What follows belongs to an exercise in optimizing a design on an open flow for small area; a production flow would make more cautious choices. Where RTL was checked, it was by simulation tests only, not by an equivalence proof against the original. Function not checked in runs 2 and 3: the RTL went through the layout flow alone. Power is estimated from default activity; no workload was simulated.

==> flow/design.v <==
module mos_core (
  input  wire        clk,
  input  wire        rst,         
  input  wire        cmd_valid,
  input  wire [1:0]  cmd_port,    
  input  wire [31:0] cmd_word,
  input  wire        tmr_clk_i,   
  output reg         res_valid,
  output wire [31:0] res_word,
  output wire        rb_ne_o,
  output wire        rb_nf_o,
  output wire        svc_pend_o,
  output wire        task_due_o
);
  localparam [3:0] RC_OK = 4'h0, RC_FULL = 4'h1, RC_EMPTY = 4'h2, RC_TABLE_FULL = 4'h3,
                   RC_INVALID_HANDLE = 4'h4, RC_INVALID_PORT = 4'h5,
                   RC_INVALID_SERVICE = 4'h6, RC_ALREADY_REGISTERED = 4'h7,
                   RC_INVALID_LEN = 4'h8, RC_INVALID_INDEX = 4'h9, RC_NONE = 4'hA,
                   RC_SEQ_ERROR = 4'hB, RC_ILLEGAL = 4'hC;
  localparam [2:0] ST_HEADER = 3'd0, ST_LENGTH = 3'd1, ST_PORT = 3'd2, ST_DATA = 3'd3,
                   ST_CHECKSUM = 3'd4, ST_BAD = 3'd5, ST_PQUERY = 3'd6, ST_SQUERY = 3'd7;
  localparam [3:0] FS_OK = 4'd0, FS_BUSY = 4'd1, FS_HEADER_ERR = 4'd2, FS_SIZE_ERR = 4'd3,
                   FS_PARAM_ERR = 4'd4, FS_PORT_ERR = 4'd5, FS_SERVICE_ERR = 4'd6,
                   FS_CHECKSUM_ERR = 4'd7, FS_UNKNOWN = 4'hF;
  function [7:0] crc8_step(input [7:0] c, input [7:0] b);
    integer n;
    reg [7:0] x;
    begin
      x = c ^ b;
      for (n = 0; n < 8; n = n + 1)
        x = x[7] ? ((x << 1) ^ 8'h9B) : (x << 1);
      crc8_step = x;
    end
  endfunction
  reg [3:0]  rb_head, rb_tail;
  reg [7:0][7:0] rb_mem;
  reg [3:0]  svc_reg, svc_pend, svc_wr, svc_rdef;
  reg [3:0][2:0] svc_plen;
  reg [3:0][7:0] svc_resp;
  reg [3:0][6:0][7:0] svc_param;
  reg [2:0]  svc_ssp;
  reg [2:0]  fv_st;
  reg [1:0]  fv_qport, fv_pidx;
  reg [2:0]  fv_lm1, fv_cnt;        
  reg [7:0]  fv_crc;
  reg [3:0]  fv_fs;
  reg [6:0][7:0] fv_fbuf;
  reg [3:0]  sch_occ;
  reg [3:0][11:0] sch_delay;
  reg [3:0][11:0] sch_period;
  reg [3:0][7:0] sch_run;
  reg [2:0]  sch_sp;
  reg        sch_inflight;
  reg [1:0]  sch_ifslot;
  reg        tmr_en;
  reg [15:0] tmr_reload, tmr_count;
  reg [3:0]  res_rc;
  reg [15:0] res_data;
  assign res_word = {4'h0, res_rc, 8'h00, res_data};
  wire [3:0] rb_count = rb_head - rb_tail;
  wire       rb_empty = (rb_head == rb_tail);
  wire       rb_full  = (rb_head[2:0] == rb_tail[2:0]) && (rb_head[3] != rb_tail[3]);
  wire [3:0] sch_due;
  wire [3:0][2:0] plen_g;           
  genvar gi;
  generate
    for (gi = 0; gi < 4; gi = gi + 1) begin : g_flags
      assign sch_due[gi] = sch_occ[gi] && (sch_run[gi] != 8'd0);
      assign plen_g[gi]  = svc_reg[gi] ? svc_plen[gi] : 3'd0;
    end
  endgenerate
  assign rb_ne_o    = !rb_empty;
  assign rb_nf_o    = !rb_full;
  assign svc_pend_o = |svc_pend;
  assign task_due_o = |sch_due;
  wire [3:0]  unit = cmd_word[31:28];
  wire [3:0]  op   = cmd_word[27:24];
  wire [7:0]  a    = cmd_word[23:16];
  wire [15:0] d    = cmd_word[15:0];
  wire [7:0]  b    = cmd_word[7:0];
  wire a_z   = (a == 8'h00);
  wire dh_z  = (d[15:8] == 8'h00);
  wire dl_z  = (d[7:0] == 8'h00);
  wire d_z   = dh_z && dl_z;
  wire p_host = (cmd_port == 2'd0);
  wire p_tp   = (cmd_port == 2'd1);
  wire p_prod = (cmd_port == 2'd2);
  wire p_cons = (cmd_port == 2'd3);
  wire a_is_port = (a[7:2] == 6'b000100);
  wire [1:0] ai  = a[1:0];
  wire b_is_port = (b[7:2] == 6'b000100);
  wire [1:0] bi  = b[1:0];
  wire a_hnd     = (a[7:2] == 6'd0);       
  wire u0 = cmd_valid && unit == 4'h0;
  wire u1 = cmd_valid && unit == 4'h1;
  wire u2 = cmd_valid && unit == 4'h2;
  wire u3 = cmd_valid && unit == 4'h3;
  wire u4 = cmd_valid && unit == 4'h4;
  wire rb_push = u0 && a_z && op == 4'h0 && p_prod;
  wire rb_pop  = u0 && a_z && op == 4'h1 && d_z && p_cons;
  wire rb_len  = u0 && a_z && op == 4'h2 && d_z && cmd_port[1];
  wire fv_ok   = u1 && a_z && dh_z && p_tp;
  wire fv_rx   = fv_ok && op == 4'h0;
  wire fv_tx   = fv_ok && op == 4'h1 && dl_z;
  wire fv_xfer = fv_ok && op == 4'h2 && dl_z;
  wire sv_ok   = u2 && p_host && !op[3];
  wire sv_dlo  = sv_ok && dh_z;                          
  wire sv_dz   = sv_ok && d_z;                           
  wire sv_reg  = sv_dlo && op[2:0] == 3'd0;
  wire sv_del  = sv_dz  && op[2:0] == 3'd1;
  wire sv_isr  = sv_dz  && op[2:0] == 3'd2;
  wire sv_plen = sv_dz  && op[2:0] == 3'd3;
  wire sv_next = sv_dz  && op[2:0] == 3'd4 && a_z;
  wire sv_rdp  = sv_dlo && op[2:0] == 3'd5;
  wire sv_done = sv_dlo && op[2:0] == 3'd6;
  wire sv_resp = sv_dz  && op[2:0] == 3'd7;
  wire sv_port = sv_reg | sv_del | sv_isr | sv_plen | sv_rdp | sv_done | sv_resp;
  wire sc_ok   = u3 && p_host;
  wire sc_add  = sc_ok && op == 4'h0;
  wire sc_del  = sc_ok && op == 4'h1 && d_z;
  wire sc_next = sc_ok && op == 4'h2 && d_z && a_z;
  wire sc_done = sc_ok && op == 4'h3 && d_z;
  wire sc_rd   = sc_ok && op == 4'h4 && d[15:2] == 14'h0;
  wire cs_ok   = u4 && p_host;
  wire cs_rd   = cs_ok && op == 4'h0 && d_z;
  wire cs_wr   = cs_ok && op == 4'h1;
  wire cs_w30  = cs_wr && a == 8'h30;
  wire cs_w31  = cs_wr && a == 8'h31;
  wire rb_push_do = rb_push && !rb_full;
  wire rb_pop_do  = rb_pop && !rb_empty;
  wire [2:0] sv_plen_a = plen_g[ai];
  wire [7:0] sv_resp_a = svc_rdef[ai] ? 8'hFF : svc_resp[ai];
  wire sv_reg_do  = sv_reg && a_is_port && !svc_reg[ai] && d[7:3] == 5'd0;
  wire sv_del_do  = sv_del && a_is_port;
  wire sv_done_do = sv_done && a_is_port && svc_pend[ai];
  reg        sv_found;
  reg [1:0]  sv_sel;
  integer j;
  always @* begin
    sv_found = 1'b0;
    sv_sel   = 2'd0;
    for (j = 3; j >= 0; j = j - 1)
      if (j >= svc_ssp && svc_pend[j]) begin
        sv_found = 1'b1;
        sv_sel   = j[1:0];
      end
  end
  wire [7:0] crc_in  = crc8_step(fv_crc, b);
  wire       st_hdr  = (fv_st == ST_HEADER) || fv_st[2:1] == 2'b11;
  wire       b_regp  = b_is_port && svc_reg[bi];
  wire       pidx_ok = svc_reg[fv_pidx] && (svc_plen[fv_pidx] == fv_lm1);
  wire       commit  = fv_rx && fv_st == ST_CHECKSUM && b == fv_crc && pidx_ok &&
                       !svc_pend[fv_pidx];
  reg [2:0] fv_st_n;
  reg [3:0] fv_fs_n;
  reg       fv_fs_we;
  always @* begin
    fv_st_n  = fv_st;
    fv_fs_n  = FS_OK;
    fv_fs_we = 1'b0;
    if (fv_rx) begin
      if (st_hdr) begin
        if (b == 8'hA5)      fv_st_n = ST_LENGTH;
        else if (b == 8'hA6) fv_st_n = ST_SQUERY;
        else if (b_regp)     fv_st_n = ST_PQUERY;
        else begin fv_st_n = ST_BAD; fv_fs_n = FS_HEADER_ERR; fv_fs_we = 1'b1; end
      end else case (fv_st)
        ST_LENGTH: begin
          if (b == 8'd0 || b > 8'd8) begin fv_st_n = ST_BAD; fv_fs_n = FS_SIZE_ERR; fv_fs_we = 1'b1; end
          else fv_st_n = ST_PORT;
        end
        ST_PORT: begin
          fv_fs_we = 1'b1;
          fv_st_n  = ST_BAD;
          if (!b_is_port)                         fv_fs_n = FS_PORT_ERR;
          else if (!svc_reg[bi])                  fv_fs_n = FS_SERVICE_ERR;
          else if (svc_plen[bi] != fv_lm1)        fv_fs_n = FS_PARAM_ERR;
          else begin
            fv_fs_we = 1'b0;
            fv_st_n  = (fv_lm1 == 3'd0) ? ST_CHECKSUM : ST_DATA;
          end
        end
        ST_DATA: begin
          if (fv_cnt + 3'd1 == fv_lm1) fv_st_n = ST_CHECKSUM;
        end
        ST_CHECKSUM: begin
          fv_fs_we = 1'b1;
          fv_st_n  = ST_BAD;
          if (b != fv_crc)                              fv_fs_n = FS_CHECKSUM_ERR;
          else if (!svc_reg[fv_pidx])                   fv_fs_n = FS_SERVICE_ERR;
          else if (svc_plen[fv_pidx] != fv_lm1)         fv_fs_n = FS_PARAM_ERR;
          else if (svc_pend[fv_pidx]) begin             fv_fs_n = FS_BUSY; fv_st_n = ST_HEADER; end
          else begin                                    fv_fs_n = FS_OK;   fv_st_n = ST_HEADER; end
        end
        default: ;
      endcase
    end else if (fv_xfer) begin
      if (fv_st == ST_BAD) fv_st_n = ST_HEADER;
      else if (!st_hdr) begin fv_st_n = ST_HEADER; fv_fs_n = FS_SIZE_ERR; fv_fs_we = 1'b1; end
    end
  end
  reg        sc_free;
  reg [1:0]  sc_fsel;
  reg        sc_found;
  reg [1:0]  sc_sel;
  always @* begin
    sc_free = 1'b0;
    sc_fsel = 2'd0;
    sc_found = 1'b0;
    sc_sel   = 2'd0;
    for (j = 3; j >= 0; j = j - 1) begin
      if (!sch_occ[j]) begin
        sc_free = 1'b1;
        sc_fsel = j[1:0];
      end
      if (j >= sch_sp && sch_due[j]) begin
        sc_found = 1'b1;
        sc_sel   = j[1:0];
      end
    end
  end
  wire sc_add_do  = sc_add && !sch_inflight && sc_free;
  wire sc_del_do  = sc_del && !sch_inflight && a_hnd;
  wire sc_next_do = sc_next && !sch_inflight && sc_found;
  wire sc_next_no = sc_next && !sch_inflight && !sc_found;
  wire sc_done_do = sc_done && a_hnd && sch_inflight && sch_ifslot == a[1:0];
  wire        en_c     = cs_w30 ? d[0] : tmr_en;
  wire [15:0] reload_c = cs_w31 ? d : tmr_reload;
  wire [15:0] count_c  = (cs_w30 && !tmr_en && d[0]) ? tmr_reload : tmr_count;
  wire        tmr_ev   = tmr_clk_i && en_c;
  wire        tick     = tmr_ev && (count_c == 16'd0);
  wire [11:0] add_p  = cmd_word[11:0];
  wire [11:0] add_d  = cmd_word[23:12];
  wire        add_dz = (add_d == 12'd0);
  wire [11:0] add_pm = (add_p == 12'd0) ? 12'd0 : add_p - 12'd1;
  wire [11:0] add_w  = add_dz ? add_pm : add_d - 12'd1;      
  wire        add_w0 = (add_w == 12'd0);
  wire        add_inc = tick && add_w0;
  wire [11:0] add_delay = !tick ? add_w : add_w0 ? add_pm : add_w - 12'd1;
  wire [7:0]  add_run   = {6'd0, add_dz & add_inc, add_dz ^ add_inc};
  reg [3:0]  rc;
  reg [15:0] data;
  always @* begin
    rc   = RC_ILLEGAL;
    data = 16'h0000;
    if (rb_push)      rc = rb_full ? RC_FULL : RC_OK;
    else if (rb_pop)  begin rc = rb_empty ? RC_EMPTY : RC_OK; data = {8'h00, rb_mem[rb_tail[2:0]]}; end
    else if (rb_len)  begin rc = RC_OK; data = {12'h000, rb_count}; end
    else if (fv_rx || fv_xfer) rc = RC_OK;
    else if (fv_tx) begin
      rc = RC_OK;
      case (fv_st)
        ST_PQUERY: data = {8'h00, svc_rdef[fv_qport] ? 8'hFF : svc_resp[fv_qport]};
        ST_SQUERY: data = {8'h00, {4{fv_fs[3]}}, fv_fs};
        default:   data = 16'h00FF;
      endcase
    end
    else if (sv_next) begin
      rc = sv_found ? RC_OK : RC_NONE;
      data = {12'h001, 2'b00, sv_sel};
    end
    else if (sv_port) begin
      if (!a_is_port) rc = RC_INVALID_PORT;
      else begin
        rc = RC_OK;
        if (sv_reg) begin
          if (svc_reg[ai]) rc = RC_ALREADY_REGISTERED;
          else if (d[7:3] != 5'd0) rc = RC_INVALID_LEN;
        end else if (sv_isr)  data = {15'h0, svc_reg[ai]};
        else if (sv_plen)     data = {13'h0, sv_plen_a};
        else if (sv_rdp) begin
          if (!svc_reg[ai]) rc = RC_INVALID_SERVICE;
          else if (d[7:3] != 5'd0 || d[2:0] >= svc_plen[ai]) rc = RC_INVALID_INDEX;
          data = {8'h00, svc_wr[ai] ? svc_param[ai][d[2:0]] : 8'h00};
        end else if (sv_done) begin
          if (!svc_pend[ai]) rc = RC_SEQ_ERROR;
        end else if (sv_resp) data = {8'h00, sv_resp_a};
      end
    end
    else if (sc_add) begin
      rc = sch_inflight ? RC_SEQ_ERROR : !sc_free ? RC_TABLE_FULL : RC_OK;
      data = {14'h0, sc_fsel};
    end
    else if (sc_del)  rc = sch_inflight ? RC_SEQ_ERROR : !a_hnd ? RC_INVALID_HANDLE : RC_OK;
    else if (sc_next) begin
      rc = sch_inflight ? RC_SEQ_ERROR : !sc_found ? RC_NONE : RC_OK;
      data = {14'h0, sc_sel};
    end
    else if (sc_done) rc = !a_hnd ? RC_INVALID_HANDLE :
                           (!sch_inflight || sch_ifslot != a[1:0]) ? RC_SEQ_ERROR : RC_OK;
    else if (sc_rd) begin
      rc = a_hnd ? RC_OK : RC_INVALID_HANDLE;
      if (sch_occ[a[1:0]])
        case (d[1:0])
          2'd0: data = {4'h0, sch_delay[a[1:0]]};
          2'd1: data = {4'h0, sch_period[a[1:0]]};
          2'd2: data = {8'h00, sch_run[a[1:0]]};
          default: data = 16'h0001;
        endcase
    end
    else if (cs_rd) begin
      rc = RC_OK;
      case (a)
        8'h00: data = 16'h0461;
        8'h01: data = 16'h0410;
        8'h02: data = 16'hA508;
        8'h03: data = 16'h00A6;
        8'h10: data = 16'h0003;
        8'h20: data = {14'h0, rb_full, rb_empty};
        8'h30: data = {15'h0, tmr_en};
        8'h31: data = tmr_reload;
        8'h32: data = tmr_count;
        8'h40: data = {3'b000, fv_qport, fv_st, {4{fv_fs[3]}}, fv_fs};
        8'h41: data = {12'h0, svc_reg};
        8'h42: data = {12'h0, svc_pend};
        8'h43: data = {13'h0, svc_ssp};
        8'h50: data = {12'h0, sch_occ};
        8'h51: data = {12'h0, sch_due};
        8'h52: data = {6'h0, sch_inflight, 2'b00, sch_ifslot, 2'b00, sch_sp};
        default: rc = RC_ILLEGAL;
      endcase
    end
    else if (cs_w30 || cs_w31) rc = RC_OK;
  end
  integer k;
  always @(posedge clk) begin
    res_valid <= cmd_valid && !rst;
    res_rc    <= rc;
    res_data  <= (rc == RC_OK) ? data : 16'h0000;
  end
  always @(posedge clk) begin
    if (rst) begin
      rb_head <= 4'd0;
      rb_tail <= 4'd0;
    end else begin
      if (rb_push_do) rb_head <= rb_head + 4'd1;
      if (rb_pop_do)  rb_tail <= rb_tail + 4'd1;
    end
    for (k = 0; k < 8; k = k + 1)
      if (rb_push && !rb_full && rb_head[2:0] == k) rb_mem[k] <= b;
  end
  always @(posedge clk) begin
    if (rst) begin
      svc_reg  <= 4'd0;
      svc_pend <= 4'd0;
      svc_rdef <= 4'hF;
      svc_ssp  <= 3'd0;
    end else begin
      if (sv_next) svc_ssp <= sv_found ? {1'b0, sv_sel} + 3'd1 : 3'd0;
      for (k = 0; k < 4; k = k + 1) begin
        if (sv_reg_do && ai == k) begin
          svc_reg[k]  <= 1'b1;
          svc_pend[k] <= 1'b0;
          svc_rdef[k] <= 1'b1;
        end
        if (sv_del_do && ai == k) begin
          svc_reg[k]  <= 1'b0;
          svc_pend[k] <= 1'b0;
        end
        if (sv_done_do && ai == k) begin
          svc_pend[k] <= 1'b0;
          svc_rdef[k] <= 1'b0;
        end
        if (commit && fv_pidx == k)
          svc_pend[k] <= 1'b1;
      end
    end
    for (k = 0; k < 4; k = k + 1) begin
      if (sv_reg_do && ai == k) begin
        svc_plen[k] <= d[2:0];
        svc_wr[k]   <= 1'b0;
      end
      if (sv_done_do && ai == k)
        svc_resp[k] <= b;
      if (commit && fv_pidx == k) begin
        svc_wr[k] <= 1'b1;
        for (j = 0; j < 7; j = j + 1)
          svc_param[k][j] <= fv_fbuf[j];
      end
    end
  end
  always @(posedge clk) begin
    if (rst) begin
      fv_st    <= ST_HEADER;
      fv_qport <= 2'd0;
      fv_fs    <= FS_UNKNOWN;
    end else begin
      fv_st <= fv_st_n;
      if (fv_fs_we) fv_fs <= fv_fs_n;
      if (fv_rx && st_hdr && b != 8'hA5 && b != 8'hA6 && b_regp)
        fv_qport <= bi;
    end
    if (fv_rx) begin
      if (st_hdr)                  fv_crc <= 8'h4E;           
      else if (fv_st != ST_CHECKSUM) fv_crc <= crc_in;
      if (fv_st == ST_LENGTH) fv_lm1 <= b[2:0] - 3'd1;
      if (fv_st == ST_PORT) begin
        fv_pidx <= bi;
        fv_cnt  <= 3'd0;
      end
      if (fv_st == ST_DATA) begin
        fv_cnt <= fv_cnt + 3'd1;
        for (k = 0; k < 7; k = k + 1)
          if (fv_cnt == k) fv_fbuf[k] <= b;
      end
    end
  end
  always @(posedge clk) begin
    if (rst) begin
      sch_occ      <= 4'd0;
      sch_sp       <= 3'd0;
      sch_inflight <= 1'b0;
      sch_ifslot   <= 2'd0;
    end else begin
      if (sc_next_no) sch_sp <= 3'd0;
      if (sc_next_do) begin
        sch_sp       <= {1'b0, sc_sel} + 3'd1;
        sch_inflight <= 1'b1;
        sch_ifslot   <= sc_sel;
      end
      if (sc_done_do) sch_inflight <= 1'b0;
      for (k = 0; k < 4; k = k + 1) begin
        if (sc_add_do && sc_fsel == k) sch_occ[k] <= 1'b1;
        if (sc_del_do && a[1:0] == k)  sch_occ[k] <= 1'b0;
        if (sc_done_do && a[1:0] == k && sch_period[k] == 12'd0) sch_occ[k] <= 1'b0;
      end
    end
    for (k = 0; k < 4; k = k + 1) begin
      if (sc_add_do && sc_fsel == k) begin
        sch_period[k] <= add_p;
        sch_delay[k]  <= add_delay;
        sch_run[k]    <= add_run;
      end else begin
        if (tick && sch_occ[k])
          sch_delay[k] <= (sch_delay[k] != 12'd0) ? sch_delay[k] - 12'd1 :
                          (sch_period[k] != 12'd0) ? sch_period[k] - 12'd1 : 12'd0;
        if (tick && sch_occ[k] && sch_delay[k] == 12'd0) begin
          if (!(sc_next_do && sc_sel == k) && sch_run[k] != 8'd255)
            sch_run[k] <= sch_run[k] + 8'd1;
        end else if (sc_next_do && sc_sel == k)
          sch_run[k] <= sch_run[k] - 8'd1;
      end
    end
  end
  always @(posedge clk) begin
    if (rst) begin
      tmr_en     <= 1'b0;
      tmr_reload <= 16'd0;
      tmr_count  <= 16'd0;
    end else begin
      tmr_en     <= en_c;
      tmr_reload <= reload_c;
      if (tmr_ev) tmr_count <= tick ? reload_c : count_c - 16'd1;
      else        tmr_count <= count_c;
    end
  end
endmodule
==> flow/run.sh <==
#!/bin/bash
# synth_recipe.tcl (not shown) runs the flow's synth.tcl, then flattens the netlist and writes it again
# the make line also repeats each setting of config.mk as NAME=value (left out here)
make -C /OpenROAD-flow-scripts/flow DESIGN_CONFIG=/design/flow/config.mk WORK_HOME=/design/flow/orfs CLKGATE_MAP_FILE= SYNTH_SCRIPT=/design/flow/synth_recipe.tcl finish
==> flow/config.mk <==
export PLATFORM = sky130hd
export DESIGN_NAME = mos_core
export DESIGN_NICKNAME = mos_core
export VERILOG_FILES = /design/flow/design.v
export SDC_FILE = /design/flow/constraint.sdc
export NUM_CORES = 4
export LEC_CHECK = 0
export CAP_MARGIN = 20
export CORE_MARGIN = 2
export CORE_UTILIZATION = 22
export SLEW_MARGIN = 20
==> flow/constraint.sdc <==
create_clock -name core_clock -period 10.0 [get_ports {clk}]
set_input_delay 2.0000 -clock core_clock [delete_from_list [all_inputs] [get_ports {clk}]]
set_output_delay 2.0000 -clock core_clock [all_outputs]
set_load 0.01 [all_outputs]
==> flow_metrics.py, run 1 <==
metrics = {
    "status": {
        "status": "finished clean",
    },
    "layout": {
        "top_regs": "svc_param x224, rb_mem x64, fv_fbuf x56",
        "largest_reg_flops": 224,
        "fillCellCount": 15791,
        "syn2layout_area_growth_pct": 16.9,
        "drive_above_1_share": 0.136,
        "regMostFlops": "svc_param",
        "fin_util": 0.259,
        "layout.nets": 3053,
    },
    "clock_network": {
        "clockRootBuffer": "clkbuf_16",
        "htree_num_levels": 3,
        "cts_inserted_buffers": 71,
        "cts_resized": 0,
        "clock_latency_ps": 650,
        "cts_tree": "yes",
        "clock_path_buffers": 3,
        "clkSinkCount": 632,
        "cts.clk_slew.worst_paths_ps": 70,
        "cts_setup_buffers": 0,
        "cts_hold_buf": 0,
    },
    "yosys": {
        "synth-edff-count": 508,
        "yosys_warnings": 1,
        "synth_compound_area_frac": 0.117,
        "synth_top_area_share": 0.455,
        "synth_top_cell_by_area": "edfxtp_1",
        "yosysSeqAreaShare": 0.529,
        "ys.flop_type": "edfxtp_1",
        "synth_top_family_by_area": "simple AND/OR/NAND/NOR gates",
        "synth_xor_area_frac": 0.0348,
        "synthSimpleGateAreaFrac": 0.139,
        "synth.avg_cell_area_um2": 11.6,
        "synthArstFlopShare": 0,
        "synthCells": 2883,
        "synth_area_leaders": "edfxtp_1 46%, mux4_2 9.3%, dfxtp_1 7.4%",
        "synth_cell_types": 92,
        "ys_ff_latch": 632,
        "synth_area_um2": 33500,
        "synth_fa_ha_area_frac": 0.0312,
        "yosys-mux-area-fraction": 0.119,
    },
    "sta": {
        "period_needed_ps": 8310,
        "max_freq_mhz": 120,
        "slew_headroom": 0.189,
        "worst_pin_slew_ps": 1210,
        "hold_viol": 0,
        "drv_slew": 0,
        "rsz0062_at_grt": "false",
        "fin_crit_sh": 0.831,
        "fin_skew_ps": 38.5,
        "setup_viol": 0,
        "tns_ps": 0,
    },
    "worst_setup_path": {
        "r2r-start": "tmr_en",
        "max_stage_delay_ps": 810,
        "end_kind": "flop",
        "crit_slowest_cell": "or4b_1",
        "r2r-end": "sch_run[31]",
        "path_cells": "clkdlybuf4s50_1, or4b_1, or4_1, nor2_2, mux2i_1, ha_1, nor3b_1, nand3_1, nor2_1, o211a_1, buf_4, nand3_1, ha_1, a21o_1, a21o_1, a21o_1, a21oi_1, o21ai_0, mux2i_1, xnor2_1, and2_1",
        "critPathLaunchType": "primary input",
        "path_max_fanout": 18,
        "crit_path_frequent_cell": "a21o_1",
        "worst_ep_arrival_time_ps": 8850,
        "worstSetupPathType": "primary input to flop",
        "worstPathRequired_ps": 10550,
        "reg2reg_depth": 19,
        "r2r_setup_slack_ps": 4440,
    },
    "placed_design": {
        "gp_congestion": 0.963,
        "dp_hpwl_um": 76800,
        "port_buffers": 62,
    },
    "global_routing": {
        "grt_pass1_vias": 24035,
        "gr-usage-all-layers": 0.136,
        "grt_pass1_wl_um": 161000,
        "grt_antenna_before_repair": 4,
        "grt_max_degree": 76,
        "grt.overflow.total": 0,
    },
    "power": {
        "pwr_density_cell_nw_per_um2": 154,
        "seq_power_share": 0.466,
        "switchingPower_mw": 1.42,
        "ir_drop_uv": 109,
        "p_int_mw": 4.62,
        "p_sw_frac": 0.235,
        "combPwrFrac": 0.072,
        "p_leak_nw": 12.8,
        "clockPowerShare": 0.462,
    },
    "detailed_routing": {
        "first_pass_iters": 6,
        "routed_wl_um": 109000,
        "vias_per_cell": 4.97,
        "wl_per_cell_um": 21.6,
        "antenna_left": 0,
        "drc": 0,
        "routed-via-count": 25003,
        "initialDrtViolationCount": 2886,
    },
    "die": {
        "die_h_um": 394,
        "die_x_um": 394,
        "num_io_pins": 75,
        "row_count": 143,
        "fp.coreArea_um2": 152000,
        "start_util": 0.221,
        "fp.dieArea_um2": 155000,
    },
    "run": {
        "drv_cap": 0,
    },
    "min_path": {
        "hold_class": "flop to flop",
        "hold_start": "svc_wr[0]",
        "hold_end": "svc_wr[0]",
        "hold_depth": 1,
    },
}
==> cells in the mapped netlist, drive strengths merged, types with 24 or more instances <==
master and n:
nor2 256, edfxtp 508, a21o 26, o21ai 166, nor4 38, a211oi 31
clkbuf 130, nand4 29, nand2 233, mux4 138, xnor2 84, or3 35
dfxtp 124, ha 74, mux2i 81, nor3 80, nand3 85, o211ai 25
nand2b 24, a31oi 25, a21oi 172, xor2 49, buf 40, inv 79
==> placed cells by master (no fill, tap or decap), types with 24 or more instances in the layout <==
cell,count
inv_1,73
a31oi_1,25
nor4_1,33
nand3_1,85
clkbuf_16,72
edfxtp_1,508
nand2_1,232
nor2_1,254
o211ai_1,25
mux4_2,138
buf_4,77
ha_1,72
nand4_1,29
clkdlybuf4s50_1,51
nor3_1,76
o21ai_0,160
or3_1,35
a21oi_1,172
a21o_1,26
a211oi_1,30
xnor2_1,82
dfxtp_1,124
nand2b_1,24
xor2_1,48
mux2i_1,81
==> cell type report <==
cell class / count / area [um2] / share of cell area
multi-input combinational: 2012 / 14900 / 0.381
clock inverter: 45 / 607 / 0.0155
clock buffer: 86 / 1900 / 0.0486
tap: 2030 / 2540 / 0.0648
antenna: 5 / 12.5 / 0.000319
sequential: 632 / 17700 / 0.453
timing repair buffer: 138 / 1140 / 0.0291
inverter: 80 / 300 / 0.00766
==> through the flow <==
step,cells,hold WS (ps),setup WS [ps],total power [mW],instance area (um2)
CTS,5022,458,1870,6.08,39200
floorplan,2894,422,1810,3.13,33600
detailed placement,4891,444,1190,3.30,36600
global placement,4891,432,1310,3.30,36600
global route,5023,487,1210,6.21,39200
finish,5028,458,1690,6.04,39200
==> cell families (layout without fill, tap and decap cells) <==
family          after synthesis  in the layout
compound gates              622            622
xor+xnor                    133            133
fa+ha+maj                    80             80
buf+inv                     250            349
flops                       632            632
mux                         226            226
other cells                   1             17
simple gates                939            939
==> routing by layer <==
layer	routed length [um]	global-route usage	share of wire	vias up
met5	0	0	0	-
met4	4000	0.0517	0.037	0
met3	9880	0.0285	0.091	203
met2	48500	0.210	0.45	1197
met1	46100	0.185	0.42	12462
li1	-	-	-	11141
==> power groups by stage <==
stage                     clock (mW)  sequential, mW  combinational (mW)
final                           2.79            2.82               0.436
after global routing            2.94            2.81               0.460
after CTS                       2.83            2.82               0.433
after detailed placement           0            2.87               0.431
after global placement             0            2.87               0.428
after floorplan                    0            2.87               0.257
==> worst max path at each step <==
stage,startpoint,depth (start not counted),slack (ps),end
2_1_floorplan,cmd_word[17],29,1810,sch_run[23]
3_3_place_gp,cmd_word[27],21,1310,sch_run[31]
3_5_place_dp,cmd_word[27],21,1190,sch_run[31]
4_1_cts,cmd_word[27],21,1870,sch_run[31]
5_1_grt,cmd_word[25],21,1210,sch_run[31]
6_report,cmd_word[27],21,1690,sch_run[31]
==> critical path: cells and delay by family <==
kind	cells	cell delay, ps
AOI/OAI and AO/OA	6	1350
muxes	2	640
and+or+nand+nor	8	3000
xor gates and xnor gates	1	130
adders and majority gates	2	660
buffers and inverters	2	1040
==> run 2, diff against run 1 <==
--- a/flow/design.v
+++ b/flow/design.v
@@ -129,7 +129,8 @@
   wire rb_push_do = rb_push && !rb_full;
   wire rb_pop_do  = rb_pop && !rb_empty;
   wire [2:0] sv_plen_a = plen_g[ai];
-  wire [7:0] sv_resp_a = svc_rdef[ai] ? 8'hFF : svc_resp[ai];
+  wire [1:0] resp_idx  = unit[0] ? fv_qport : ai;
+  wire [7:0] resp_sel  = svc_rdef[resp_idx] ? 8'hFF : svc_resp[resp_idx];
   wire sv_reg_do  = sv_reg && a_is_port && !svc_reg[ai] && d[7:3] == 5'd0;
   wire sv_del_do  = sv_del && a_is_port;
   wire sv_done_do = sv_done && a_is_port && svc_pend[ai];
@@ -226,107 +227,131 @@
   wire sc_done_do = sc_done && a_hnd && sch_inflight && sch_ifslot == a[1:0];
   wire        en_c     = cs_w30 ? d[0] : tmr_en;
   wire [15:0] reload_c = cs_w31 ? d : tmr_reload;
-  wire [15:0] count_c  = (cs_w30 && !tmr_en && d[0]) ? tmr_reload : tmr_count;
+  wire        en_load  = cs_w30 && !tmr_en && d[0];
+  wire [15:0] count_c  = en_load ? tmr_reload : tmr_count;
   wire        tmr_ev   = tmr_clk_i && en_c;
   wire        tick     = tmr_ev && (count_c == 16'd0);
   wire [11:0] add_p  = cmd_word[11:0];
   wire [11:0] add_d  = cmd_word[23:12];
   wire        add_dz = (add_d == 12'd0);
-  wire [11:0] add_pm = (add_p == 12'd0) ? 12'd0 : add_p - 12'd1;
-  wire [11:0] add_w  = add_dz ? add_pm : add_d - 12'd1;      
-  wire        add_w0 = (add_w == 12'd0);
+  wire [11:0] add_pmx = (add_p == 12'd0) ? 12'd1 : add_p;     
+  wire [11:0] add_x   = add_dz ? add_pmx : add_d;
+  wire [11:0] add_w   = add_x - 12'd1;                       
+  wire        add_w0  = (add_x == 12'd1);
   wire        add_inc = tick && add_w0;
-  wire [11:0] add_delay = !tick ? add_w : add_w0 ? add_pm : add_w - 12'd1;
-  wire [7:0]  add_run   = {6'd0, add_dz & add_inc, add_dz ^ add_inc};
-  reg [3:0]  rc;
-  reg [15:0] data;
+  wire [11:0] add_s   = !tick ? add_x : add_w0 ? add_pmx : add_w;
+  wire [7:0]  add_run = {6'd0, add_dz & add_inc, add_dz ^ add_inc};
+  function [7:0] updn8(input [7:0] x, input dn);
+    integer n;
+    reg t;
+    begin
+      t = 1'b1;
+      for (n = 0; n < 8; n = n + 1) begin
+        updn8[n] = x[n] ^ t;
+        t = t & (x[n] ^ dn);
+      end
+    end
+  endfunction
+  wire [3:0]       slot_add, slot_dnz, slot_inc, slot_dec;
+  wire [3:0][11:0] slot_s;
+  generate
+    for (gi = 0; gi < 4; gi = gi + 1) begin : g_slot
+      assign slot_add[gi] = sc_add_do && sc_fsel == gi;
+      assign slot_dnz[gi] = (sch_delay[gi] != 12'd0);
+      assign slot_inc[gi] = tick && sch_occ[gi] && !slot_dnz[gi];
+      assign slot_dec[gi] = sc_next_do && sc_sel == gi;
+      assign slot_s[gi]   = slot_add[gi] ? add_s : slot_dnz[gi] ? sch_delay[gi] : sch_period[gi];
+    end
+  endgenerate
+  wire sv_rdp_bad = !svc_reg[ai] || d[7:3] != 5'd0 || d[2:0] >= svc_plen[ai];
+  reg [3:0] rc;
   always @* begin
-    rc   = RC_ILLEGAL;
-    data = 16'h0000;
-    if (rb_push)      rc = rb_full ? RC_FULL : RC_OK;
-    else if (rb_pop)  begin rc = rb_empty ? RC_EMPTY : RC_OK; data = {8'h00, rb_mem[rb_tail[2:0]]}; end
-    else if (rb_len)  begin rc = RC_OK; data = {12'h000, rb_count}; end
-    else if (fv_rx || fv_xfer) rc = RC_OK;
-    else if (fv_tx) begin
-      rc = RC_OK;
-      case (fv_st)
-        ST_PQUERY: data = {8'h00, svc_rdef[fv_qport] ? 8'hFF : svc_resp[fv_qport]};
-        ST_SQUERY: data = {8'h00, {4{fv_fs[3]}}, fv_fs};
-        default:   data = 16'h00FF;
-      endcase
-    end
-    else if (sv_next) begin
-      rc = sv_found ? RC_OK : RC_NONE;
-      data = {12'h001, 2'b00, sv_sel};
-    end
+    rc = RC_ILLEGAL;
+    if (rb_push)                   rc = rb_full ? RC_FULL : RC_OK;
+    else if (rb_pop)               rc = rb_empty ? RC_EMPTY : RC_OK;
+    else if (rb_len || fv_ok && (fv_rx || fv_tx || fv_xfer)) rc = RC_OK;
+    else if (sv_next)              rc = sv_found ? RC_OK : RC_NONE;
     else if (sv_port) begin
-      if (!a_is_port) rc = RC_INVALID_PORT;
-      else begin
-        rc = RC_OK;
-        if (sv_reg) begin
-          if (svc_reg[ai]) rc = RC_ALREADY_REGISTERED;
-          else if (d[7:3] != 5'd0) rc = RC_INVALID_LEN;
-        end else if (sv_isr)  data = {15'h0, svc_reg[ai]};
-        else if (sv_plen)     data = {13'h0, sv_plen_a};
-        else if (sv_rdp) begin
-          if (!svc_reg[ai]) rc = RC_INVALID_SERVICE;
-          else if (d[7:3] != 5'd0 || d[2:0] >= svc_plen[ai]) rc = RC_INVALID_INDEX;
-          data = {8'h00, svc_wr[ai] ? svc_param[ai][d[2:0]] : 8'h00};
-        end else if (sv_done) begin
-          if (!svc_pend[ai]) rc = RC_SEQ_ERROR;
-        end else if (sv_resp) data = {8'h00, sv_resp_a};
-      end
-    end
-    else if (sc_add) begin
-      rc = sch_inflight ? RC_SEQ_ERROR : !sc_free ? RC_TABLE_FULL : RC_OK;
-      data = {14'h0, sc_fsel};
+      if (!a_is_port)                               rc = RC_INVALID_PORT;
+      else if (sv_reg && svc_reg[ai])               rc = RC_ALREADY_REGISTERED;
+      else if (sv_reg && d[7:3] != 5'd0)            rc = RC_INVALID_LEN;
+      else if (sv_rdp && !svc_reg[ai])              rc = RC_INVALID_SERVICE;
+      else if (sv_rdp && sv_rdp_bad)                rc = RC_INVALID_INDEX;
+      else if (sv_done && !svc_pend[ai])            rc = RC_SEQ_ERROR;
+      else                                          rc = RC_OK;
     end
+    else if (sc_add)  rc = sch_inflight ? RC_SEQ_ERROR : !sc_free ? RC_TABLE_FULL : RC_OK;
     else if (sc_del)  rc = sch_inflight ? RC_SEQ_ERROR : !a_hnd ? RC_INVALID_HANDLE : RC_OK;
-    else if (sc_next) begin
-      rc = sch_inflight ? RC_SEQ_ERROR : !sc_found ? RC_NONE : RC_OK;
-      data = {14'h0, sc_sel};
-    end
+    else if (sc_next) rc = sch_inflight ? RC_SEQ_ERROR : !sc_found ? RC_NONE : RC_OK;
     else if (sc_done) rc = !a_hnd ? RC_INVALID_HANDLE :
                            (!sch_inflight || sch_ifslot != a[1:0]) ? RC_SEQ_ERROR : RC_OK;
-    else if (sc_rd) begin
-      rc = a_hnd ? RC_OK : RC_INVALID_HANDLE;
-      if (sch_occ[a[1:0]])
-        case (d[1:0])
-          2'd0: data = {4'h0, sch_delay[a[1:0]]};
-          2'd1: data = {4'h0, sch_period[a[1:0]]};
-          2'd2: data = {8'h00, sch_run[a[1:0]]};
-          default: data = 16'h0001;
-        endcase
-    end
-    else if (cs_rd) begin
-      rc = RC_OK;
-      case (a)
-        8'h00: data = 16'h0461;
-        8'h01: data = 16'h0410;
-        8'h02: data = 16'hA508;
-        8'h03: data = 16'h00A6;
-        8'h10: data = 16'h0003;
-        8'h20: data = {14'h0, rb_full, rb_empty};
-        8'h30: data = {15'h0, tmr_en};
-        8'h31: data = tmr_reload;
-        8'h32: data = tmr_count;
-        8'h40: data = {3'b000, fv_qport, fv_st, {4{fv_fs[3]}}, fv_fs};
-        8'h41: data = {12'h0, svc_reg};
-        8'h42: data = {12'h0, svc_pend};
-        8'h43: data = {13'h0, svc_ssp};
-        8'h50: data = {12'h0, sch_occ};
-        8'h51: data = {12'h0, sch_due};
-        8'h52: data = {6'h0, sch_inflight, 2'b00, sch_ifslot, 2'b00, sch_sp};
-        default: rc = RC_ILLEGAL;
+    else if (sc_rd)   rc = a_hnd ? RC_OK : RC_INVALID_HANDLE;
+    else if (cs_rd && cs_rd_ok) rc = RC_OK;
+    else if (cs_w30 || cs_w31)  rc = RC_OK;
+  end
+  reg        cs_rd_ok;
+  reg [15:0] cs_data;
+  always @* begin
+    cs_rd_ok = 1'b1;
+    cs_data  = 16'h0000;
+    case (a)
+      8'h00: cs_data = 16'h0461;
+      8'h01: cs_data = 16'h0410;
+      8'h02: cs_data = 16'hA508;
+      8'h03: cs_data = 16'h00A6;
+      8'h10: cs_data = 16'h0003;
+      8'h20: cs_data = {14'h0, rb_full, rb_empty};
+      8'h30: cs_data = {15'h0, tmr_en};
+      8'h31: cs_data = tmr_reload;
+      8'h32: cs_data = tmr_count;
+      8'h40: cs_data = {3'b000, fv_qport, fv_st, {4{fv_fs[3]}}, fv_fs};
+      8'h41: cs_data = {12'h0, svc_reg};
+      8'h42: cs_data = {12'h0, svc_pend};
+      8'h43: cs_data = {13'h0, svc_ssp};
+      8'h50: cs_data = {12'h0, sch_occ};
+      8'h51: cs_data = {12'h0, sch_due};
+      8'h52: cs_data = {6'h0, sch_inflight, 2'b00, sch_ifslot, 2'b00, sch_sp};
+      default: cs_rd_ok = 1'b0;
+    endcase
+  end
+  reg [7:0] tx_data;
+  always @* begin
+    case (fv_st)
+      ST_PQUERY: tx_data = resp_sel;
+      ST_SQUERY: tx_data = {{4{fv_fs[3]}}, fv_fs};
+      default:   tx_data = 8'hFF;
+    endcase
+  end
+  reg [15:0] sc_data;
+  always @* begin
+    sc_data = 16'h0000;
+    if (sch_occ[a[1:0]])
+      case (d[1:0])
+        2'd0: sc_data = {4'h0, sch_delay[a[1:0]]};
+        2'd1: sc_data = {4'h0, sch_period[a[1:0]]};
+        2'd2: sc_data = {8'h00, sch_run[a[1:0]]};
+        default: sc_data = 16'h0001;
       endcase
-    end
-    else if (cs_w30 || cs_w31) rc = RC_OK;
   end
+  wire sv_okp = sv_port && a_is_port;
+  wire [15:0] data =
+      ({16{rb_pop && !rb_empty}}           & {8'h00, rb_mem[rb_tail[2:0]]})
+    | ({16{rb_len}}                        & {12'h000, rb_count})
+    | ({16{fv_tx}}                         & {8'h00, tx_data})
+    | ({16{sv_next && sv_found}}           & {12'h001, 2'b00, sv_sel})
+    | ({16{sv_okp && sv_isr}}              & {15'h0, svc_reg[ai]})
+    | ({16{sv_okp && sv_plen}}             & {13'h0, sv_plen_a})
+    | ({16{sv_okp && sv_resp}}             & {8'h00, resp_sel})
+    | ({16{sv_okp && sv_rdp && !sv_rdp_bad && svc_wr[ai]}} & {8'h00, svc_param[ai][d[2:0]]})
+    | ({16{sc_add && !sch_inflight}}       & {14'h0, sc_fsel})
+    | ({16{sc_next && !sch_inflight}}      & {14'h0, sc_sel})
+    | ({16{sc_rd && a_hnd}}                & sc_data)
+    | ({16{cs_rd}}                         & cs_data);
   integer k;
   always @(posedge clk) begin
     res_valid <= cmd_valid && !rst;
     res_rc    <= rc;
-    res_data  <= (rc == RC_OK) ? data : 16'h0000;
+    res_data  <= data;
   end
   always @(posedge clk) begin
     if (rst) begin
@@ -426,20 +451,14 @@
       end
     end
     for (k = 0; k < 4; k = k + 1) begin
-      if (sc_add_do && sc_fsel == k) begin
+      if (sc_add_do && sc_fsel == k)
         sch_period[k] <= add_p;
-        sch_delay[k]  <= add_delay;
-        sch_run[k]    <= add_run;
-      end else begin
-        if (tick && sch_occ[k])
-          sch_delay[k] <= (sch_delay[k] != 12'd0) ? sch_delay[k] - 12'd1 :
-                          (sch_period[k] != 12'd0) ? sch_period[k] - 12'd1 : 12'd0;
-        if (tick && sch_occ[k] && sch_delay[k] == 12'd0) begin
-          if (!(sc_next_do && sc_sel == k) && sch_run[k] != 8'd255)
-            sch_run[k] <= sch_run[k] + 8'd1;
-        end else if (sc_next_do && sc_sel == k)
-          sch_run[k] <= sch_run[k] - 8'd1;
-      end
+      if (slot_add[k] || (tick && sch_occ[k] && (slot_dnz[k] || sch_period[k] != 12'd0)))
+        sch_delay[k] <= slot_s[k] - 12'd1;
+      if (slot_add[k])
+        sch_run[k] <= add_run;
+      else if (slot_inc[k] ? (!slot_dec[k] && sch_run[k] != 8'd255) : slot_dec[k])
+        sch_run[k] <= updn8(sch_run[k], slot_dec[k]);
     end
   end
   always @(posedge clk) begin
@@ -449,9 +468,9 @@
       tmr_count  <= 16'd0;
     end else begin
       tmr_en     <= en_c;
-      tmr_reload <= reload_c;
+      if (cs_w31) tmr_reload <= d;
       if (tmr_ev) tmr_count <= tick ? reload_c : count_c - 16'd1;
-      else        tmr_count <= count_c;
+      else if (en_load) tmr_count <= tmr_reload;
     end
   end
 endmodule
--- a/flow/config.mk
+++ b/flow/config.mk
@@ -7,5 +7,7 @@
 export LEC_CHECK = 0
 export CAP_MARGIN = 20
 export CORE_MARGIN = 2
-export CORE_UTILIZATION = 22
+export CORE_UTILIZATION = 50
+export CTS_CLUSTER_DIAMETER = 100
+export CTS_CLUSTER_SIZE = 30
 export SLEW_MARGIN = 20
==> run 2 against run 1 <==
Compared with the run above:
- non-clock buffer count fell by 21
- synthesized cell count fell by 6.8%
- setup slack improved by 240 ps
- synthesized area fell by 4.1%
- sequential cell count did not move
- first-iteration DRC count fell by 0.66%
- critical path depth fell by 3
- routed wire length fell by 6.6%
- critical endpoint is now sch_delay[11]
==> flow_metrics.py, run 2 <==
metrics = {
    "yosys": {
        "ys_ff_latch": 632,
        "synth_top_cell_by_area": "edfxtp_1",
        "synthCells": 2686,
        "synthArstFlopShare": 0,
        "synth_most_common_cell": "edfxtp_1",
        "yosys_warnings": 1,
        "synth-edff-count": 508,
        "synth_cell_types": 102,
        "synth_area_um2": 32100,
        "ys.flop_type": "edfxtp_1",
        "yosysSeqAreaShare": 0.552,
        "synth_top_cells_by_count": "508 x edfxtp_1, 233 x nor2_1, 204 x nand2_1",
        "synth_area_leaders": "edfxtp_1 47%, mux4_2 9.0%, dfxtp_1 7.7%",
        "synth_top_area_share": 0.475,
        "synth.avg_cell_area_um2": 12.0,
    },
    "layout": {
        "top_regs": "svc_param x224, rb_mem x64, fv_fbuf x56",
        "instances_no_fill": 3555,
        "diodes": 0,
        "regMostFlops": "svc_param",
        "drive_above_1_share": 0.112,
        "largest_reg_flops": 224,
        "layout.nets": 2773,
        "fin_area_um2": 34700,
        "final_common_cell": "edfxtp_1",
        "syn2layout_area_growth_pct": 7.87,
        "fin_util": 0.547,
        "layout_common_cells": "508 x edfxtp_1, 231 x nor2_1, 204 x nand2_1",
    },
    "placed_design": {
        "dp_hpwl_um": 72000,
        "gp_congestion": 0.986,
        "port_buffers": 62,
        "placed_area_um2": 33600,
        "dp_cells": 3501,
        "pre_cts_slack_ps": 1360,
    },
    "worst_setup_path": {
        "critPathLaunchType": "primary input",
        "critPathTopFamily": "simple AND/OR/NAND/NOR gates",
        "crit_buf_inv": 2,
        "r2r-start": "tmr_en",
        "end_kind": "flop",
        "path_cells": "clkdlybuf4s50_1, nor4b_2, nand4_1, nor3_2, mux2i_1, ha_1, nor4b_1, nand4_1, o41ai_4, buf_4, and2_1, o21ai_0, and2_1, o41ai_2, and3_1, and2_1, nand3_1, xnor2_1",
        "r2r-end": "sch_delay[11]",
        "path_max_fanout": 15,
        "max_stage_delay_ps": 660,
        "crit_path_frequent_cell": "and2_1",
        "reg2reg_depth": 16,
        "worstPathRequired_ps": 10420,
        "worstSetupPathType": "primary input to flop",
        "r2r_setup_slack_ps": 4460,
        "crit_slowest_cell": "clkdlybuf4s50_1",
        "worst_ep_arrival_time_ps": 8480,
    },
    "clock_network": {
        "clockRootBuffer": "clkbuf_16",
        "cts_hold_buf": 0,
        "cts_inserted_buffers": 29,
        "cts.clk_slew.worst_paths_ps": 110,
        "cts_setup_buffers": 0,
        "clock_latency_ps": 660,
        "cts_resized": 0,
        "htree_num_levels": 1,
        "cts_tree": "yes",
        "clkSinkCount": 632,
        "clock_path_buffers": 3,
    },
    "sta": {
        "setup_viol": 0,
        "hold_viol": 0,
        "worst_pin_slew_ps": 1170,
        "rsz0062_at_grt": "false",
        "max_freq_mhz": 124,
        "fin_skew_ps": 41.6,
        "holdWs_ps": 486,
        "period_needed_ps": 8060,
        "fin_ws_ps": 1940,
        "tns_ps": 0,
        "fin_crit_sh": 0.806,
        "drv_slew": 0,
        "slew_headroom": 0.209,
    },
    "min_path": {
        "hold_end": "svc_wr[0]",
        "hold_start": "svc_wr[0]",
        "hold_class": "flop to flop",
        "hold_depth": 2,
    },
    "die": {
        "die_h_um": 257,
        "start_util": 0.507,
        "die_x_um": 257,
        "row_count": 92,
        "fp.coreArea_um2": 63300,
        "fp.dieArea_um2": 66300,
        "num_io_pins": 75,
    },
    "detailed_routing": {
        "routed-via-count": 23521,
        "initialDrtViolationCount": 2867,
        "routed_wl_um": 101000,
        "antenna_left": 0,
        "vias_per_cell": 6.62,
        "wl_per_cell_um": 28.5,
        "drc": 0,
        "first_pass_iters": 8,
    },
    "power": {
        "pwr_density_cell_nw_per_um2": 137,
        "total_power_mw": 4.73,
        "p_leak_nw": 11.3,
        "ir_drop_uv": 177,
    },
    "global_routing": {
        "gr-usage-all-layers": 0.302,
        "grt_pass1_vias": 22794,
        "grt.overflow.total": 0,
        "grt_pass1_wl_um": 150000,
        "grt_antenna_before_repair": 4,
        "grt_max_degree": 76,
    },
    "run": {
        "drv_cap": 0,
    },
    "status": {
        "status": "finished clean",
    },
}
[run 2: routing by layer]
metal	wire, um	track usage	part of all wire
met3	7700	0.0404	0.076
met1	41400	0.416	0.41
met2	46700	0.475	0.46
met5	22	0	0.00022
met4	5570	0.144	0.055
[run 2: where the power goes]
part           switching (mW)  internal (mW)
Sequential          0.0000940           2.81
Combinational           0.261          0.153
Clock                   0.872          0.634
Total                    1.13           3.60
[run 2: cell type report]
class / instances / area (um2)
fillers: 5362 / 28700
flip-flops and latches: 632 / 17700
multi-input cells: 1837 / 13600
well taps: 846 / 1060
repair buffers: 117 / 996
clock buffers: 42 / 817
inverters: 69 / 259
clock inverters: 12 / 194
[run 2: worst max path at each step]
stage / depth (start not counted) / slack [ps] / end / from
final: 18 / 1940 / sch_delay[11] / cmd_word[26]
after global placement: 18 / 1710 / sch_delay[44] / cmd_word[26]
after global routing: 18 / 1320 / sch_delay[11] / cmd_word[26]
after CTS: 18 / 2020 / sch_delay[11] / cmd_word[26]
after detailed placement: 18 / 1360 / sch_delay[11] / cmd_word[26]
after floorplan: 26 / 1490 / sch_delay[20] / cmd_word[16]
[run 2: kinds of logic after synthesis]
group                    synth area share
other                            0.000117
XOR/XNOR                           0.0311
buffers and inverters              0.0293
multiplexers                        0.118
AND/OR/NAND/NOR                     0.139
flip-flops                          0.552
adder cells (fa/ha/maj)            0.0199
AO/OA/AOI/OAI                       0.110
[run 2: worst reg2reg max path, delay by kind of cell (launching register included)]
family                   cells  cell delay, ps
flip-flops                   1             490
adder cells (fa/ha/maj)      1             240
AND/OR/NAND/NOR              9            2900
AO/OA/AOI/OAI                3             960
multiplexers                 1             400
XOR/XNOR                     1             140
buffers and inverters        1             200
==> run 3, diff against run 2 <==
--- a/flow/config.mk
+++ b/flow/config.mk
@@ -8,6 +8,6 @@
 export CAP_MARGIN = 20
 export CORE_MARGIN = 2
 export CORE_UTILIZATION = 50
-export CTS_CLUSTER_DIAMETER = 100
-export CTS_CLUSTER_SIZE = 30
+export CTS_BUF_LIST = sky130_fd_sc_hd__clkbuf_8
+export CTS_CLUSTER_SIZE = 40
 export SLEW_MARGIN = 20
==> run 3 against run 2 <==
Compared with the run above:
- synthesized area stayed put
- first-iteration DRC count is 6.5% lower
- routed wire length is 1.9% higher
- die area stayed put
- sequential share of layout area is 1.6 points lower
- setup slack worse by 25 ps
- cell area is 3.2% higher
==> flow_metrics.py, run 3 <==
metrics = {
    "sta": {
        "fin_crit_sh": 0.809,
        "tns_ps": 0,
        "setup_viol": 0,
        "max_freq_mhz": 124,
        "slew_headroom": 0.195,
        "period_needed_ps": 8090,
        "drv_slew": 0,
        "worst_pin_slew_ps": 1190,
        "fin_skew_ps": 22.3,
        "hold_viol": 0,
        "rsz0062_at_grt": "false",
    },
    "global_routing": {
        "grt_antenna_before_repair": 5,
        "grt_max_degree": 76,
        "gr-usage-all-layers": 0.310,
        "grt_pass1_wl_um": 153000,
        "grt_pass1_vias": 23411,
        "grt.overflow.total": 0,
    },
    "run": {
        "drv_cap": 0,
    },
    "worst_setup_path": {
        "critPathLaunchType": "primary input",
        "worstSetupPathType": "primary input to flop",
        "reg2reg_depth": 16,
        "critPathLaunch": "cmd_word[26]",
        "r2r-start": "tmr_en",
        "end_kind": "flop",
        "worst_ep_arrival_time_ps": 8560,
        "worstPathRequired_ps": 10470,
        "path_max_fanout": 15,
    },
    "detailed_routing": {
        "routed-via-count": 23946,
        "routed_wl_um": 103000,
        "drc": 0,
        "initialDrtViolationCount": 2682,
        "first_pass_iters": 9,
        "vias_per_cell": 6.49,
        "antenna_left": 0,
        "wl_per_cell_um": 28.0,
    },
    "yosys": {
        "synth_most_common_cell": "edfxtp_1",
        "yosys_warnings": 1,
        "synth_area_um2": 32100,
        "yosysSeqAreaShare": 0.552,
        "synthArstFlopShare": 0,
        "synth_top_area_share": 0.475,
        "synth_top_cells_by_count": "508 x edfxtp_1, 233 x nor2_1, 204 x nand2_1",
        "synth_cell_types": 102,
        "synth-edff-count": 508,
        "synth_top_cell_by_area": "edfxtp_1",
        "synth_area_leaders": "edfxtp_1 47%, mux4_2 9.0%, dfxtp_1 7.7%",
        "ys.flop_type": "edfxtp_1",
        "synth.avg_cell_area_um2": 12.0,
        "ys_ff_latch": 632,
        "synthCells": 2686,
    },
    "layout": {
        "fillCellCount": 5275,
        "layout_common_cells": "508 x edfxtp_1, 231 x nor2_1, 204 x nand2_1",
        "fin_util": 0.565,
        "syn2layout_area_growth_pct": 11.3,
        "largest_reg_flops": 224,
        "final_common_cell": "edfxtp_1",
        "layout.nets": 2848,
        "regMostFlops": "svc_param",
        "top_regs": "svc_param x224, rb_mem x64, fv_fbuf x56",
        "drive_above_1_share": 0.141,
    },
    "die": {
        "fp.dieArea_um2": 66300,
        "die_h_um": 257,
        "num_io_pins": 75,
        "row_count": 92,
        "die_x_um": 257,
        "fp.coreArea_um2": 63300,
        "start_util": 0.507,
    },
    "power": {
        "ir_drop_uv": 113,
        "combPwrFrac": 0.075,
        "clockPowerShare": 0.417,
        "p_sw_frac": 0.241,
        "p_leak_nw": 12.0,
        "p_int_mw": 4.21,
        "pwr_density_cell_nw_per_um2": 155,
        "seq_power_share": 0.508,
        "switchingPower_mw": 1.33,
    },
    "clock_network": {
        "cts_resized": 0,
        "clockRootBuffer": "clkbuf_8",
        "clock_path_buffers": 3,
        "cts_tree": "yes",
        "cts_hold_buf": 0,
        "clkSinkCount": 632,
        "cts_setup_buffers": 0,
        "cts.clk_slew.worst_paths_ps": 70,
        "htree_num_levels": 3,
        "cts_inserted_buffers": 104,
        "clock_latency_ps": 730,
    },
    "status": {
        "status": "finished clean",
    },
    "placed_design": {
        "dp_hpwl_um": 72000,
        "port_buffers": 62,
        "gp_congestion": 0.986,
    },
    "min_path": {
        "hold_depth": 2,
        "hold_start": "svc_wr[3]",
        "hold_class": "flop to flop",
    },
}
-- run 3: path summary, 6_finish.rpt --
path / slack (ps) / endpoint
min: 480 / svc_wr[3]
min reg2reg: 480 / svc_wr[3]
max: 1910 / sch_delay[11]
max reg2reg: 4340 / sch_delay[11]
-- run 3: cells by family after synthesis --
| kind of cell | synth area share |
|---|---|
| and+or+nand+nor | 0.139 |
| DFF | 0.552 |
| AOI/OAI and AO/OA | 0.110 |
| buffers and inverters | 0.0293 |
| muxes | 0.118 |
| xor gates and xnor gates | 0.0311 |
| adders and majority gates | 0.0199 |
| other | 0.000117 |
-- run 3: power groups by stage --
| stage | registers, mW | clock network (mW) | logic, mW |
|---|---|---|---|
| 6_report | 2.82 | 2.32 | 0.414 |
| 5_1_grt | 2.81 | 2.47 | 0.433 |
| 4_1_cts | 2.82 | 2.36 | 0.414 |
| 3_5_place_dp | 2.87 | 0 | 0.413 |
| 3_3_place_gp | 2.87 | 0 | 0.410 |
| 2_1_floorplan | 2.87 | 0 | 0.241 |
-- run 3: per-stage QoR --
step / hold slack (ps) / power [mW] / std cells / cell area, um2 / setup WS [ps]
floorplan: 442 / 3.11 / 2697 / 32200 / 1490
global placement: 458 / 3.28 / 3501 / 33600 / 1710
detailed placement: 469 / 3.28 / 3501 / 33600 / 1360
CTS: 478 / 5.59 / 3687 / 35800 / 2080
global route: 499 / 5.71 / 3689 / 35800 / 1390
finish: 479 / 5.55 / 3691 / 35800 / 1910
-- run 3: area by class of cell --
| type | instances | area [um2] | area share |
|---|---|---|---|
| Tap cell | 846 | 1060 | 0.0296 |
| Timing Repair Buffer | 117 | 996 | 0.0278 |
| Multi-Input combinational cell | 1837 | 13600 | 0.380 |
| Sequential cell | 632 | 17700 | 0.496 |
| Clock inverter | 72 | 549 | 0.0154 |
| Clock buffer | 114 | 1570 | 0.0439 |
| Inverter | 69 | 259 | 0.00724 |
| Antenna cell | 4 | 10.0 | 0.000280 |
-- run 3: critical path: stages --
cell and delay, ps:
clkdlybuf4s50_1 670, nor4b_2 520, nand4_1 580, nor3_2 500, mux2i_1 410, ha_1 240, nor4b_1 510, nand4_1 350
o41ai_4 290, buf_4 200, and2_1 540, o21ai_0 260, and2_1 290, o41ai_2 430, and3_1 270, and2_1 230
nand3_1 120, xnor2_1 140
-- run 3: metal layers --
metal,share of wire,track usage
met1,0.40,0.415
met2,0.46,0.478
met3,0.084,0.0610
met4,0.058,0.167
met5,0.00014,0
==> run 4, diff against run 3 <==
--- a/flow/design.v
+++ b/flow/design.v
@@ -34,7 +34,7 @@
   endfunction
   reg [3:0]  rb_head, rb_tail;
   reg [7:0][7:0] rb_mem;
-  reg [3:0]  svc_reg, svc_pend, svc_wr, svc_rdef;
+  reg [3:0]  svc_reg, svc_pend, svc_wr;
   reg [3:0][2:0] svc_plen;
   reg [3:0][7:0] svc_resp;
   reg [3:0][6:0][7:0] svc_param;
@@ -130,7 +130,7 @@
   wire rb_pop_do  = rb_pop && !rb_empty;
   wire [2:0] sv_plen_a = plen_g[ai];
   wire [1:0] resp_idx  = unit[0] ? fv_qport : ai;
-  wire [7:0] resp_sel  = svc_rdef[resp_idx] ? 8'hFF : svc_resp[resp_idx];
+  wire [7:0] resp_sel  = svc_resp[resp_idx];
   wire sv_reg_do  = sv_reg && a_is_port && !svc_reg[ai] && d[7:3] == 5'd0;
   wire sv_del_do  = sv_del && a_is_port;
   wire sv_done_do = sv_done && a_is_port && svc_pend[ai];
@@ -236,11 +236,33 @@
   wire        add_dz = (add_d == 12'd0);
   wire [11:0] add_pmx = (add_p == 12'd0) ? 12'd1 : add_p;     
   wire [11:0] add_x   = add_dz ? add_pmx : add_d;
-  wire [11:0] add_w   = add_x - 12'd1;                       
+  wire [11:0] add_w   = dec12(add_x);                       
   wire        add_w0  = (add_x == 12'd1);
   wire        add_inc = tick && add_w0;
   wire [11:0] add_s   = !tick ? add_x : add_w0 ? add_pmx : add_w;
   wire [7:0]  add_run = {6'd0, add_dz & add_inc, add_dz ^ add_inc};
+  function [11:0] dec12(input [11:0] x);
+    integer n;
+    reg z;
+    begin
+      z = 1'b1;                      
+      for (n = 0; n < 12; n = n + 1) begin
+        dec12[n] = x[n] ^ z;
+        z = z & !x[n];
+      end
+    end
+  endfunction
+  function [15:0] dec16(input [15:0] x);
+    integer n;
+    reg z;
+    begin
+      z = 1'b1;
+      for (n = 0; n < 16; n = n + 1) begin
+        dec16[n] = x[n] ^ z;
+        z = z & !x[n];
+      end
+    end
+  endfunction
   function [7:0] updn8(input [7:0] x, input dn);
     integer n;
     reg t;
@@ -334,6 +356,7 @@
       endcase
   end
   wire sv_okp = sv_port && a_is_port;
+  wire [6:0][7:0] par_pb = svc_param[ai];
   wire [15:0] data =
       ({16{rb_pop && !rb_empty}}           & {8'h00, rb_mem[rb_tail[2:0]]})
     | ({16{rb_len}}                        & {12'h000, rb_count})
@@ -342,7 +365,7 @@
     | ({16{sv_okp && sv_isr}}              & {15'h0, svc_reg[ai]})
     | ({16{sv_okp && sv_plen}}             & {13'h0, sv_plen_a})
     | ({16{sv_okp && sv_resp}}             & {8'h00, resp_sel})
-    | ({16{sv_okp && sv_rdp && !sv_rdp_bad && svc_wr[ai]}} & {8'h00, svc_param[ai][d[2:0]]})
+    | ({16{sv_okp && sv_rdp && !sv_rdp_bad && svc_wr[ai]}} & {8'h00, par_pb[d[2:0]]})
     | ({16{sc_add && !sch_inflight}}       & {14'h0, sc_fsel})
     | ({16{sc_next && !sch_inflight}}      & {14'h0, sc_sel})
     | ({16{sc_rd && a_hnd}}                & sc_data)
@@ -368,7 +391,6 @@
     if (rst) begin
       svc_reg  <= 4'd0;
       svc_pend <= 4'd0;
-      svc_rdef <= 4'hF;
       svc_ssp  <= 3'd0;
     end else begin
       if (sv_next) svc_ssp <= sv_found ? {1'b0, sv_sel} + 3'd1 : 3'd0;
@@ -376,7 +398,6 @@
         if (sv_reg_do && ai == k) begin
           svc_reg[k]  <= 1'b1;
           svc_pend[k] <= 1'b0;
-          svc_rdef[k] <= 1'b1;
         end
         if (sv_del_do && ai == k) begin
           svc_reg[k]  <= 1'b0;
@@ -384,7 +405,6 @@
         end
         if (sv_done_do && ai == k) begin
           svc_pend[k] <= 1'b0;
-          svc_rdef[k] <= 1'b0;
         end
         if (commit && fv_pidx == k)
           svc_pend[k] <= 1'b1;
@@ -395,8 +415,8 @@
         svc_plen[k] <= d[2:0];
         svc_wr[k]   <= 1'b0;
       end
-      if (sv_done_do && ai == k)
-        svc_resp[k] <= b;
+      if (rst || (sv_reg_do || sv_done_do) && ai == k)
+        svc_resp[k] <= (rst || sv_reg) ? 8'hFF : b;
       if (commit && fv_pidx == k) begin
         svc_wr[k] <= 1'b1;
         for (j = 0; j < 7; j = j + 1)
@@ -454,7 +474,7 @@
       if (sc_add_do && sc_fsel == k)
         sch_period[k] <= add_p;
       if (slot_add[k] || (tick && sch_occ[k] && (slot_dnz[k] || sch_period[k] != 12'd0)))
-        sch_delay[k] <= slot_s[k] - 12'd1;
+        sch_delay[k] <= dec12(slot_s[k]);
       if (slot_add[k])
         sch_run[k] <= add_run;
       else if (slot_inc[k] ? (!slot_dec[k] && sch_run[k] != 8'd255) : slot_dec[k])
@@ -469,7 +489,7 @@
     end else begin
       tmr_en     <= en_c;
       if (cs_w31) tmr_reload <= d;
-      if (tmr_ev) tmr_count <= tick ? reload_c : count_c - 16'd1;
+      if (tmr_ev) tmr_count <= tick ? reload_c : dec16(count_c);
       else if (en_load) tmr_count <= tmr_reload;
     end
   end
--- a/flow/config.mk
+++ b/flow/config.mk
@@ -8,6 +8,6 @@
 export CAP_MARGIN = 20
 export CORE_MARGIN = 2
 export CORE_UTILIZATION = 50
-export CTS_BUF_LIST = sky130_fd_sc_hd__clkbuf_8
-export CTS_CLUSTER_SIZE = 40
+export CTS_CLUSTER_DIAMETER = 100
+export CTS_CLUSTER_SIZE = 30
 export SLEW_MARGIN = 20
==> run 4 against run 3 <==
Compared with the run above:
- fmax fell by 4.0%
- sequential share of layout area grew 3.3 points
- critical path depth rose by 7
- routed wire length decreased by 9.8%
- combinational power fell by 36%
- core utilization down 2.1 points
- non-clock buffer count rose by 5
- total power down 18%
- die area decreased by 3.8%
- cell area is 6.7% lower
- global-route usage down 1.8 points
- clock-buffer cell count decreased by 72
- highest routed layer unchanged
==> flow_metrics.py, run 4 <==
metrics = {
    "status": {
        "status": "finished clean",
    },
    "worst_setup_path": {
        "r2r-end": "sch_delay[47]",
        "r2r-start": "tmr_en",
        "critPathLaunchType": "primary input",
        "worstSetupPathType": "primary input to flop",
        "max_stage_delay_ps": 650,
        "crit_path_frequent_cell": "ha_1",
        "worstPathRequired_ps": 10400,
        "end_kind": "flop",
    },
    "layout": {
        "drive_above_1_share": 0.121,
        "instances_no_fill": 3237,
        "syn2layout_area_growth_pct": 8.01,
        "diodes": 0,
        "fillCellCount": 5148,
        "fin_util": 0.544,
        "layout_common_cells": "508 x edfxtp_1, 215 x nand2_1, 144 x a21oi_1",
    },
    "detailed_routing": {
        "first_pass_iters": 7,
        "routed_wl_um": 93200,
        "wl_per_cell_um": 28.8,
        "drc": 0,
        "initialDrtViolationCount": 2248,
        "vias_per_cell": 6.54,
        "antenna_left": 0,
    },
    "clock_network": {
        "clkSinkCount": 628,
        "clock_path_buffers": 3,
        "clock_latency_ps": 650,
        "cts.clk_slew.worst_paths_ps": 110,
        "clockRootBuffer": "clkbuf_16",
        "cts_setup_buffers": 0,
        "cts_hold_buf": 0,
        "cts_tree": "yes",
    },
    "yosys": {
        "synthCells": 2403,
        "synthArstFlopShare": 0,
        "synth_top_cell_by_area": "edfxtp_1",
        "synth_area_leaders": "edfxtp_1 49%, mux4_2 10%, dfxtp_1 7.8%",
        "synth_cell_types": 92,
        "synth_area_um2": 30900,
        "synth-edff-count": 508,
        "synth_most_common_cell": "edfxtp_1",
        "ys_ff_latch": 628,
        "synth_top_cells_by_count": "508 x edfxtp_1, 215 x nand2_1, 144 x a21oi_1",
        "synth_top_area_share": 0.494,
        "yosys_warnings": 1,
        "synth.avg_cell_area_um2": 12.9,
    },
    "sta": {
        "fin_crit_sh": 0.843,
        "fin_ws_ps": 1570,
        "period_needed_ps": 8430,
        "setup_viol": 0,
        "max_freq_mhz": 119,
        "worst_pin_slew_ps": 1080,
        "drv_slew": 0,
        "slew_headroom": 0.283,
        "tns_ps": 0,
        "fin_skew_ps": 43.6,
    },
    "global_routing": {
        "grt.overflow.total": 0,
        "grt_pass1_vias": 20535,
        "grt_antenna_before_repair": 3,
        "grt_pass1_wl_um": 137000,
        "gr-usage-all-layers": 0.292,
    },
    "die": {
        "row_count": 91,
        "die_h_um": 253,
        "num_io_pins": 75,
    },
    "placed_design": {
        "dp_hpwl_um": 65700,
        "gp_congestion": 1.01,
        "dp_cells": 3184,
        "pre_cts_slack_ps": 1040,
    },
    "power": {
        "ir_drop_uv": 162,
        "pwr_density_cell_nw_per_um2": 136,
        "p_leak_nw": 11.2,
    },
    "min_path": {
        "hold_class": "flop to flop",
    },
    "run": {
        "drv_cap": 0,
    },
}
run 4: final cells by class:
type,count,share of cell area
timing repair buffer,122,0.0314
multi-input combinational,1547,0.370
inverter,98,0.0110
tap,790,0.0296
sequential,628,0.529
clock inverter,10,0.00495
clock buffer,42,0.0238
run 4: worst max-delay path by stage:
stage | from | end | slack (ps) | cells after the start
after detailed placement | cmd_port[0] | sch_delay[11] | 1040 | 25
after global routing | cmd_port[0] | sch_delay[47] | 1160 | 25
after floorplan | cmd_word[16] | sch_delay[23] | 2090 | 25
after global placement | cmd_port[0] | sch_delay[11] | 1190 | 25
final | cmd_port[0] | sch_delay[47] | 1570 | 25
after CTS | cmd_port[0] | sch_delay[11] | 1700 | 25
run 4: kinds of logic after synthesis:
kind of cell / Yosys count / synth area share
simple gates: 692 / 0.114
buf+inv: 239 / 0.0324
mux: 223 / 0.128
flops: 628 / 0.571
compound gates: 457 / 0.0958
xor+xnor: 66 / 0.0187
other cells: 1 / 0.000121
fa+ha+maj: 97 / 0.0394
run 4: per-stage QoR:
step                cell area (um2)  hold slack (ps)  power (mW)
floorplan                     30900              432        3.02
global placement              32400              444        3.13
detailed placement            32400              454        3.13
CTS                           33400              466        4.57
global route                  33400              502        4.66
finish                        33400              472        4.54
run 4: critical path, delay by kind of cell:
kind | cells | cell delay, ps
AO/OA/AOI/OAI | 3 | 1160
XOR/XNOR | 1 | 120
adder cells (fa/ha/maj) | 11 | 2390
buffers and inverters | 2 | 810
multiplexers | 1 | 320
AND/OR/NAND/NOR | 7 | 2020
run 4: routing by layer:
metal / share of wire / vias to the layer above / GRT usage
met2: 0.48 / 948 / 0.479
met3: 0.065 / 196 / 0.0343
met1: 0.41 / 10720 / 0.397
met4: 0.049 / 4 / 0.125
li1: - / 9308 / -
met5: 0.00025 / - / 0
run 4: report_power, final:
| part | leakage, nW | switching, mW | total (mW) | internal [mW] |
|---|---|---|---|---|
| clock network | 0.458 | 0.877 | 1.47 | 0.594 |
| logic | 5.13 | 0.170 | 0.263 | 0.0937 |
| registers | 5.58 | 0.00246 | 2.81 | 2.81 |
| total | 11.2 | 1.05 | 4.54 | 3.49 |
